Source: an optimization exercise on an open RTL-to-GDS flow (aim: small area). Production flows keep margins and buffers that such runs may drop. The RTL was checked by simulation tests, not by an equivalence proof against the original design. Power and IR drop assume default switching activity.

## run A
## bsrw
module bsrw (
    input             clk,
    input             rst,
    input             host_we,
    input      [2:0]  host_addr,
    input      [31:0] host_wdata,
    output            busy,
    output     [31:0] res0,
    output     [31:0] status,
    output            mem_req,
    output            mem_we,
    output     [9:0]  mem_addr,
    output     [7:0]  mem_wdata,
    input      [7:0]  mem_rdata,
    input             mem_ready,
    output            out_valid,
    output     [7:0]  out_data,
    input             out_ready
);
==> flow/config.mk <==
export PLATFORM = sky130hd
export DESIGN_NAME = bsrw
export DESIGN_NICKNAME = bsrw
export VERILOG_FILES = /design/flow/design.v
export SDC_FILE = /design/flow/constraint.sdc
export NUM_CORES = 4
export LEC_CHECK = 0
export CAP_MARGIN = 20
export CORE_MARGIN = 2
export CORE_UTILIZATION = 40
export SLEW_MARGIN = 20
==> flow/constraint.sdc <==
create_clock -name core_clock -period 20.0 [get_ports {clk}]
set_input_delay 4.0000 -clock core_clock [delete_from_list [all_inputs] [get_ports {clk}]]
set_output_delay 4.0000 -clock core_clock [all_outputs]
set_load 0.01 [all_outputs]
standard.sh (not shown) runs the stock make flow with config.mk's settings and CLKGATE_MAP_FILE= SYNTH_SCRIPT=/design/flow/synth_recipe.tcl, a recipe that flattens the netlist after the stock synthesis.
==> flow/flow/run.sh <==
#!/bin/bash
# Own layout flow: the standard flow (standard.sh), with these changes to how the
# layout is made:
#  * synthesis: the same ORFS synthesis script (synth_recipe.tcl), so the same registers,
#    but ABC maps the logic with an area-oriented script (flow/abc_area.script) and
#    adders are left to ABC instead of the fa/ha cell map;
#  * ports are buffered with sky130_fd_sc_hd__buf_1;
#  * clock tree synthesis uses small clusters of clkbuf_4 buffers and no dummy loads.
# Each make run's full output goes to its own log here (synth_make.log, layout_make.log);
# ORFS also keeps each tool's log under orfs/logs/.
set -uo pipefail
here=$(pwd)
rm -rf "$here/scripts_area"
cp -r "$FLOW_HOME/scripts" "$here/scripts_area"
chmod -R u+w "$here/scripts_area"
cp "$here/flow/abc_area.script" "$here/scripts_area/abc_area.script"
bash standard.sh "SCRIPTS_DIR=$here/scripts_area" ABC_AREA=1 ADDER_MAP_FILE= synth > synth_make.log 2>&1
status=$?
if [[ $status -ne 0 ]]; then
  tail -30 synth_make.log
  exit $status
fi
bash standard.sh \
  "BUFFER_PORTS_ARGS=-buffer_cell sky130_fd_sc_hd__buf_1" \
  "CTS_ARGS=-sink_clustering_enable -repair_clock_nets -dont_use_dummy_load -buf_list sky130_fd_sc_hd__clkbuf_4 -sink_clustering_size 9 -sink_clustering_max_diameter 45" \
  finish > layout_make.log 2>&1
status=$?
tail -20 layout_make.log
exit $status
==> flow/flow/abc_area.script <==
strash
&get -n
&fraig -x
&put
scorr
dc2
dretime
strash
&get -n
&dch -f
&nf -R 1000 {D}
&put
strash
&get -n
&dch -f
&nf -R 1000 {D}
&put
strash
&get -n
&dch -f
&nf -R 1000 {D}
&put
strash
&get -n
&dch -f
&nf -R 1000 {D}
&put
strash
&get -n
&dch -f
&nf -R 1000 {D}
&put
The following lists how run B was set up differently from run A:
Settings: an added PLACE_DENSITY of 0.8.
==> flow/flow/abc_area.script <==
strash
&get -n
&fraig -x
&put
scorr
dc2
dretime
strash
&get -n
&dch -f
&nf {D}
&put
strash
&get -n
&dch -f
&nf {D}
&put
strash
&get -n
&dch -f
&nf {D}
&put
strash
&get -n
&dch -f
&nf {D}
&put
Results
- Run B has completed all stages; timing, DRC and antenna checks passed.
- On internal power, run A and run B are basically level.
- Taking run A as the reference, in run B power has increased, post-synthesis share of cell area spent on and, or, nand and nor gates has increased.
- Looking at met2 wire length, run B sits about 5.6% higher than run A does.
- Run A ended up with fewer cell instances than run B did.
- Compared to run A, the router laid down more metal wire for run B.
- Going from run A to run B, clock skew shrinks by 12 ps.
The following lists how run C was set up differently from run B:
Settings: removing PLACE_DENSITY (formerly 0.8).
Findings:
- In summary, run C completed successfully, with a layout that passed the timing, design-rule and antenna checks.
- Run C ended up with met4 as its top layer used by detailed routing; run B ended up with met5.
- Looking at final worst-path cycle share, run C sits below run B.
- Area taken by flip-flops and latches delta (run B -> run C): insignificant
- The run with more routed wire is run C, not run B.
- Mean number of vias per cell essentially unchanged between run B and run C.
- Run B -> run C: maximum number of pins on one net before global-route repair decreased by more than a quarter
- Run B → run C: setup slack after layout went up 100 ps, synthesis-to-layout area growth stayed essentially flat, non-clock buffer total of the final layout lower, final total power held, post-route cell area shows no meaningful change.
- ~same proportion of cell area occupied by registers in run B and run C

[port drivers added, routing unchanged]
How much do the figures lean on ideal ports? The routed layouts below were timed once more, with nothing changed but the port constraints. Step 1 (the two cells are an assumption about what drives the block):
set clk [get_ports {clk}]
set_driving_cell -lib_cell sky130_fd_sc_hd__clkbuf_16 $clk
set_driving_cell -lib_cell sky130_fd_sc_hd__buf_2 [delete_from_list [all_inputs] $clk]
Step 2 moves the port delays by t, midway between the first and last clock arrival at a register: inputs arrive t later, outputs are due t later. That takes back most of the time a late clock gives input paths. Slacks: ideal / step 1 / step 2; pairs: ideal / step 1.
run	shift t [ns]	setup slack, ns	hold slack, ns	worst register clock-pin slew, ns
run A	0.823	4.934 / 4.877 / 5.700	0.235 / 0.235 / 0.235	0.10 / 0.10
run B	0.845	7.166 / 7.111 / 7.956	0.288 / 0.288 / 0.288	0.11 / 0.11
run C	0.842	7.268 / 7.216 / 8.058	0.275 / 0.275 / 0.275	0.11 / 0.11
After both steps setup and hold are still met in every run listed.
